This design comes from an exercise in tuning for small area, a short achievable clock period and few clock cycles on the open sky130 flow, not from production work. Where RTL was checked, it was by simulation tests only, not by an equivalence proof against the original. No activity file was given, so power comes from the tool's default toggle rates.

==> job 9314: inputs <==
==> flow/design.v (excerpt) <==
module rtcc_rsdec (
    input  wire       clk,
    input  wire       rst,
    input  wire [3:0] cfg_m,
    input  wire [3:0] cfg_r,
    input  wire [7:0] cfg_n,
    input  wire       in_valid,
    output wire       in_ready,
    input  wire [7:0] in_sym,
    output reg        cor_valid,
    output reg  [7:0] cor_pos,
    output reg  [7:0] cor_val,
    output reg        done,
    output reg        res_fail,
    output reg  [1:0] res_reason,
    output reg  [3:0] res_ncorr,
    output reg  [3:0] res_degl,
    output reg  [3:0] res_len
);
    integer i;
    genvar g;
    reg  [7:0] a_cnt;
    reg  [5:0] a_mh;             
    reg  [3:0] a_r;
    reg  [7:0] a_n;
    reg  [7:0] as [0:7];
    reg        in_rdy;
    reg        q_full;
    reg  [5:0] q_mh;
    reg  [3:0] q_r;
    reg  [7:0] q_n;
    reg  [7:0] qs [0:7];
    assign in_ready = in_rdy;
    wire accept  = in_valid && in_rdy;
    wire a_first = (a_cnt == 8'd0);
    wire a_last  = !a_first && (a_cnt + 8'd1 == a_n);
    wire a_last1 = a_first ? (cfg_n == 8'd2) : (a_cnt + 8'd2 == a_n);
    wire [7:0] as_mul [0:7];
    generate
        for (g = 0; g < 8; g = g + 1) begin : g_as
            rtcc_gf_cmul #(.K(g + 1)) u_c (.v(as[g]), .mh(a_mh), .p(as_mul[g]));
        end
    endgenerate
    localparam S_IDLE = 0;
    localparam S_BMT  = 1;       
    localparam S_BMI  = 2;       
    localparam S_CK   = 3;       
    localparam S_CH1  = 4;       
    localparam S_OM   = 5;       
    localparam S_CH2I = 6;       
    localparam S_CH2  = 7;       
    localparam S_FN   = 8;       
    localparam S_TR   = 9;       
    localparam S_TR2  = 10;      
    localparam S_TR3  = 11;      
    reg  [11:0] st;
    reg  [5:0] p_mh;
    reg  [3:0] p_r;
    reg  [7:0] p_n;
    reg  [7:0] ps   [0:7];       
    reg  [7:0] lam  [0:8];       
    reg  [7:0] bp   [0:8];       
  ...
Settings: LEC_CHECK=0, CAP_MARGIN=20, CORE_MARGIN=2, CORE_UTILIZATION=30, PLACE_DENSITY=0.4, SLEW_MARGIN=20; clock period 18.0 ns.
standard.sh (not shown) runs the stock make flow with config.mk's settings and CLKGATE_MAP_FILE= SYNTH_SCRIPT=/design/flow/synth_recipe.tcl, a recipe that flattens the netlist after the stock synthesis.
==> flow/flow/run.sh <==
#!/bin/bash
# Standard ORFS layout (the standard.sh, unchanged synthesis), with the timing
# repair steps asked to leave a larger setup margin. The tools' output goes to flow.log.
set -euo pipefail
MARGIN=$(cat flow/margin.txt)
bash standard.sh SETUP_SLACK_MARGIN=$MARGIN finish > flow.log 2>&1
==> flow/flow/margin.txt <==
12
==> job 4182 (differences from job 9314) <==
--- a/flow/design.v
+++ b/flow/design.v
@@ -109,10 +109,15 @@
     reg        q_full;
     reg  [5:0] q_mh;
     reg  [3:0] q_r;
     reg  [7:0] q_n;
     reg  [7:0] qs [0:7];
+    reg        q2_full;
+    reg  [5:0] q2_mh;
+    reg  [3:0] q2_r;
+    reg  [7:0] q2_n;
+    reg  [7:0] q2s [0:7];
     assign in_ready = in_rdy;
     wire accept  = in_valid && in_rdy;
     wire a_first = (a_cnt == 8'd0);
     wire a_last  = !a_first && (a_cnt + 8'd1 == a_n);
     wire a_last1 = a_first ? (cfg_n == 8'd2) : (a_cnt + 8'd2 == a_n);
@@ -290,17 +295,65 @@
         lam_at = (k <= 4'd8) ? lam[k] : 8'd0;
     endfunction
     function [7:0] bsh_at(input [3:0] k, input [3:0] sh);    
         bsh_at = (k >= sh) ? bp[k - sh] : 8'd0;
     endfunction
-    wire q_busy = q_full && !p_take;
+    reg  [3:0] la_i, lb_i, lc_i, bb_i;
+    reg        bb_v;
+    reg  [2:0] p0_i, p1_i, p2_i;
+    always @* begin
+        la_i = 4'd0; lb_i = 4'd1; lc_i = 4'd2;
+        p0_i = p_r[2:0] - 3'd1;
+        p1_i = p_r[2:0] - 3'd2;
+        p2_i = p_r[2:0] - 3'd3;
+        bb_i = bm_L - bm_s;
+        bb_v = (bm_L >= bm_s);
+        if (st[S_BMT]) la_i = bm_L;
+        if (st[S_BMI]) begin
+            la_i = idx - 4'd1;
+            bb_i = bidx - 4'd1;
+            bb_v = bval && (bidx != 4'd0);
+            p2_i = bm_t[2:0] + 3'd1 - idx[2:0];
+        end
+        if (st[S_OM]) begin
+            if (olast) begin
+                p0_i = ok_n[2:0];
+                p1_i = ok_n[2:0] - 3'd1;
+                p2_i = ok_n[2:0] - 3'd2;
+            end else begin
+                la_i = oi0 + 4'd3;
+                lb_i = oi1 + 4'd3;
+                lc_i = oi2 + 4'd3;
+                p0_i = os0 - 3'd3;
+                p1_i = os1 - 3'd3;
+                p2_i = os2 - 3'd3;
+            end
+        end
+        if (st[S_FN]) p0_i = fk[2:0] - 3'd1;
+    end
+    wire [7:0] la_v = lam_at(la_i);
+    wire [7:0] lb_v = lam_at(lb_i);
+    wire [7:0] lc_v = lam_at(lc_i);
+    wire [7:0] bb_v8 = bb_v ? bp[bb_i] : 8'd0;
+    wire [7:0] p0_v = ps[p0_i];
+    wire [7:0] p1_v = ps[p1_i];
+    wire [7:0] p2_v = ps[p2_i];
+    wire q2_mv  = q2_full && (!q_full || p_take);
+    wire q_busy = q2_full && !q2_mv;
     always @(posedge clk) begin
         cor_valid <= 1'b0;
         done      <= 1'b0;
         begin
             in_rdy <= (accept && a_last) || !(q_busy && (a_last || a_last1));
-            q_full <= q_busy || (accept && a_last);
+            q2_full <= q_busy || (accept && a_last);
+            q_full  <= (q_full && !p_take) || q2_mv;
+            if (q2_mv) begin
+                for (i = 0; i < 8; i = i + 1) qs[i] <= q2s[i];
+                q_mh <= q2_mh;
+                q_r  <= q2_r;
+                q_n  <= q2_n;
+            end
             if (accept) begin
                 a_cnt <= a_last ? 8'd0 : a_cnt + 8'd1;
                 if (a_first) begin
                     a_mh <= {cfg_m == 4'd8, cfg_m == 4'd7, cfg_m == 4'd6,
                              cfg_m == 4'd5, cfg_m == 4'd4, cfg_m == 4'd3};
@@ -308,14 +361,14 @@
                     a_n  <= cfg_n;
                 end
                 for (i = 0; i < 8; i = i + 1)
                     as[i] <= a_first ? in_sym : (as_mul[i] ^ in_sym);
                 if (a_last) begin
-                    for (i = 0; i < 8; i = i + 1) qs[i] <= as_mul[i] ^ in_sym;
-                    q_mh <= a_mh;
-                    q_r  <= a_r;
-                    q_n  <= a_n;
+                    for (i = 0; i < 8; i = i + 1) q2s[i] <= as_mul[i] ^ in_sym;
+                    q2_mh <= a_mh;
+                    q2_r  <= a_r;
+                    q2_n  <= a_n;
                 end
             end
             case (1'b1)
             st[S_IDLE]: begin
                 if (q_full) begin
@@ -356,19 +409,19 @@
                     if (lc) begin
                         bm_Ln <= bm_tl;
                         idx   <= bm_tl;
                         bidx  <= bm_tl - bm_s;
                         bval  <= (bm_tl >= bm_s);
-                        o1a   <= lam_at(bm_tl);
+                        o1a   <= 8'd0;       
                         o2a   <= bsh_at(bm_tl, bm_s);
                     end else begin
                         bm_Ln <= bm_L;
                         idx   <= bm_L;
                         bidx  <= bm_L - bm_s;
                         bval  <= (bm_L >= bm_s);
-                        o1a   <= lam_at(bm_L);
-                        o2a   <= bsh_at(bm_L, bm_s);
+                        o1a   <= la_v;
+                        o2a   <= bb_v8;
                     end
                     dacc <= 8'd0;
                     pend <= 1'b0;
                     st   <= 12'd1 << S_BMI;
                 end
@@ -376,13 +429,13 @@
             st[S_BMI]: begin
                 lam[idx] <= lnew;
                 if (bm_lc) bp[idx] <= o1a;
                 dacc <= dfin;
                 lnq  <= lnew;
-                o3b  <= ps[bm_t[2:0] + 3'd1 - idx[2:0]];
-                o1a  <= lam_at(idx - 4'd1);
-                o2a  <= (bval && bidx != 4'd0) ? bp[bidx - 4'd1] : 8'd0;
+                o3b  <= p2_v;
+                o1a  <= la_v;
+                o2a  <= bb_v8;
                 pend <= (bm_t + 4'd1 < p_r) && (idx <= bm_t + 4'd1);
                 bidx <= bidx - 4'd1;
                 bval <= bval && (bidx != 4'd0);
                 if (idx == 4'd0) begin
                     bm_t   <= bm_t + 4'd1;
@@ -408,10 +461,30 @@
                     res_reason <= 2'd1;
                     res_ncorr  <= 4'd0;
                     res_degl   <= deg_l;
                     res_len    <= bm_L;
                     st         <= 12'd1 << S_IDLE;
+                end else if (deg_l == 4'd1) begin
+                    fast  <= 1'b1;
+                    ok    <= p_r - 4'd1;
+                    olim  <= (p_r - 4'd1 < 4'd1) ? p_r - 4'd1 : 4'd1;
+                    oi0   <= 4'd0;
+                    oi1   <= 4'd1;
+                    oi2   <= 4'd2;
+                    os0   <= p_r[2:0] - 3'd1;
+                    os1   <= p_r[2:0] - 3'd2;
+                    os2   <= p_r[2:0] - 3'd3;
+                    ov    <= {1'b0, p_r != 4'd1, 1'b1};
+                    olast <= 1'b1;
+                    dacc  <= 8'd0;
+                    o1a   <= lam[0];
+                    bm_b  <= p0_v;
+                    o2a   <= lam[1];
+                    bm_d  <= p1_v;
+                    lnq   <= lam[2];
+                    o3b   <= p2_v;
+                    st    <= 12'd1 << S_OM;
                 end else begin
                     for (i = 1; i <= 8; i = i + 1) bp[i] <= lam[i];
                     rN   <= {1'b0, nmax};
                     rn   <= {1'b0, p_n};
                     vm   <= {deg_l <= 4'd4, deg_l <= 4'd4, deg_l <= 4'd4, 1'b1};
@@ -453,15 +526,15 @@
                         ov    <= {(p_r - 4'd1 < dl ? p_r - 4'd1 : dl) >= 4'd2,
                                   (p_r - 4'd1 < dl ? p_r - 4'd1 : dl) >= 4'd1, 1'b1};
                         olast <= ((p_r - 4'd1 < dl ? p_r - 4'd1 : dl) <= 4'd2);
                         dacc  <= 8'd0;
                         o1a   <= lam[0];
-                        bm_b  <= ps[p_r[2:0] - 3'd1];
+                        bm_b  <= p0_v;
                         o2a   <= lam[1];
-                        bm_d  <= ps[p_r[2:0] - 3'd2];
+                        bm_d  <= p1_v;
                         lnq   <= lam[2];
-                        o3b   <= ps[p_r[2:0] - 3'd3];
+                        o3b   <= p2_v;
                         st    <= 12'd1 << S_OM;
                     end else if (call_n == dl || c1eN || (dl == 4'd1 && c1en)) begin
                         done       <= 1'b1;
                         res_fail   <= 1'b1;
                         res_reason <= (call_n == dl || dl == 4'd1) ? 2'd2 : 2'd1;
@@ -522,15 +595,15 @@
                         os1   <= ok_n[2:0] - 3'd1;
                         os2   <= ok_n[2:0] - 3'd2;
                         ov    <= {olim_n >= 4'd2, olim_n >= 4'd1, 1'b1};
                         olast <= (olim_n <= 4'd2);
                         o1a   <= lam[0];
-                        bm_b  <= ps[ok_n[2:0]];
+                        bm_b  <= p0_v;
                         o2a   <= lam[1];
-                        bm_d  <= ps[ok_n[2:0] - 3'd1];
+                        bm_d  <= p1_v;
                         lnq   <= lam[2];
-                        o3b   <= ps[ok_n[2:0] - 3'd2];
+                        o3b   <= p2_v;
                     end
                 end else begin
                     dacc  <= osum;
                     oi0   <= oi0 + 4'd3;
                     oi1   <= oi1 + 4'd3;
@@ -538,16 +611,16 @@
                     os0   <= os0 - 3'd3;
                     os1   <= os1 - 3'd3;
                     os2   <= os2 - 3'd3;
                     ov    <= {oi2 + 4'd3 <= olim, oi1 + 4'd3 <= olim, oi0 + 4'd3 <= olim};
                     olast <= (oi2 + 4'd3 >= olim);
-                    o1a   <= lam_at(oi0 + 4'd3);
-                    bm_b  <= ps[os0 - 3'd3];
-                    o2a   <= lam_at(oi1 + 4'd3);
-                    bm_d  <= ps[os1 - 3'd3];
-                    lnq   <= lam_at(oi2 + 4'd3);
-                    o3b   <= ps[os2 - 3'd3];
+                    o1a   <= la_v;
+                    bm_b  <= p0_v;
+                    o2a   <= lb_v;
+                    bm_d  <= p1_v;
+                    lnq   <= lc_v;
+                    o3b   <= p2_v;
                 end
             end
             st[S_CH2I]: begin
                 for (i = 1; i <= 8; i = i + 1) bp[i] <= lam[i];
                 xe      <= 8'd1;
@@ -566,14 +639,22 @@
                     cor_pos <= r2pb - {6'd0, rj};
                     r2m     <= r2m & ~(4'd1 << rj);
                     dacc    <= 8'd0;
                     lnq     <= 8'd1;
                     fk      <= p_r - 4'd1;
-                    o1a     <= ps[p_r[2:0] - 3'd1];
+                    o1a     <= p0_v;
                     fh      <= 1'b1;
                     fi      <= m_m1;
                     st      <= 12'd1 << S_FN;
+                end else if (!im[0]) begin
+                    done       <= 1'b1;
+                    res_fail   <= 1'b1;
+                    res_reason <= 2'd2;
+                    res_ncorr  <= 4'd0;
+                    res_degl   <= dl;
+                    res_len    <= bm_L;
+                    st         <= 12'd1 << S_IDLE;
                 end else begin
                     r2m  <= lroot & im;
                     for (i = 0; i < 4; i = i + 1) r2odd[i] <= lodd[i];
                     r2xe <= xe;
                     r2pb <= rn[7:0] - 8'd1;
@@ -590,11 +671,11 @@
                 end
             end
             st[S_FN]: begin
                 if (fh) begin
                     dacc <= m1p;
-                    o1a  <= ps[fk[2:0] - 3'd1];
+                    o1a  <= p0_v;
                     if (fk == 4'd0) fh <= 1'b0;
                     else            fk <= fk - 4'd1;
                 end
                 if (fi != 4'd0) begin
                     lnq <= sqp;
@@ -622,10 +703,11 @@
         end
         if (rst) begin
             a_cnt     <= 8'd0;
             in_rdy    <= 1'b1;
             q_full    <= 1'b0;
+            q2_full   <= 1'b0;
             st        <= 12'd1 << S_IDLE;
             cor_valid <= 1'b0;
             done      <= 1'b0;
         end
     end
==> flow/run.sh (new file) <==
#!/bin/bash
# synth_recipe.tcl (not shown) runs the flow's synth.tcl, then flattens the netlist and writes it again
# the make line also repeats each setting of config.mk as NAME=value (left out here)
make -C /OpenROAD-flow-scripts/flow DESIGN_CONFIG=/design/flow/config.mk WORK_HOME=/design/flow/orfs CLKGATE_MAP_FILE= SYNTH_SCRIPT=/design/flow/synth_recipe.tcl finish
removed: flow/flow/run.sh
removed: flow/flow/margin.txt
removed: flow/standard.sh
==> run summary <==
wire per inst: 30.64 um
routed via count: 53.97k
initial antenna violation count: 8
outcome: finished clean
Worst-Skew Late Latency: 0.80 ns
met1 wire length: 130900 um
Seq pwr share: 45.5%
largest registers: bp x128, lam x72
synth top area cells: edfxtp_1 (38%), xnor2_1 (9.6%), xor2_1 (7.8%), nand2_1 (4.7%), mux4_2 (3.0%)
That was job 4182.
==> run summary <==
port bufs: 60
first-pass GRT wire length: 466200 um
largest registers: bp x128, lam x128
routed via count: 60.52k
wire per inst: 33.38 um
initial antenna violation count: 22
Worst-Skew Late Latency: 0.79 ns
synth top area cells: edfxtp_1 (33%), mux4_2 (15%), xnor2_1 (9.1%), xor2_1 (6.6%), nand2_1 (3.7%)
outcome: finished clean
Seq pwr share: 45.3%
met1 wire length: 141800 um
That was job 9314.
Testbench counts of job 4182, summed over its fixed seeds: cycles 17,921.
For job 9314, only the layout was checked, not whether the RTL still works.

## what the ideal ports hide
In the flow no input, the clock included, has a driving cell. The finished layouts below were timed again as built, in two steps.
Step 1 sets driving cells, clkbuf_16 on the clock port and buf_2 on the other inputs (assumed; they add their load-dependent delay and slew).
Step 2 also shifts input and output timing later by t, the mid clock arrival at the registers, as if the neighbouring blocks saw the same clock.
a / b / c = ideal ports / drivers / drivers and shift; a / b = the first two.
run	t (ns)	setup WS [ns]	worst hold slack (ns)	worst setup path at the end	worst data-port slew with drivers (ns)
job 9314	0.855	11.956 / 11.956 / 11.956	0.412 / 0.412 / 0.412	register to register	0.03
job 4182	0.853	11.100 / 11.100 / 11.100	0.375 / 0.375 / 0.375	register to register	0.03
After both steps every run listed still meets setup and hold.
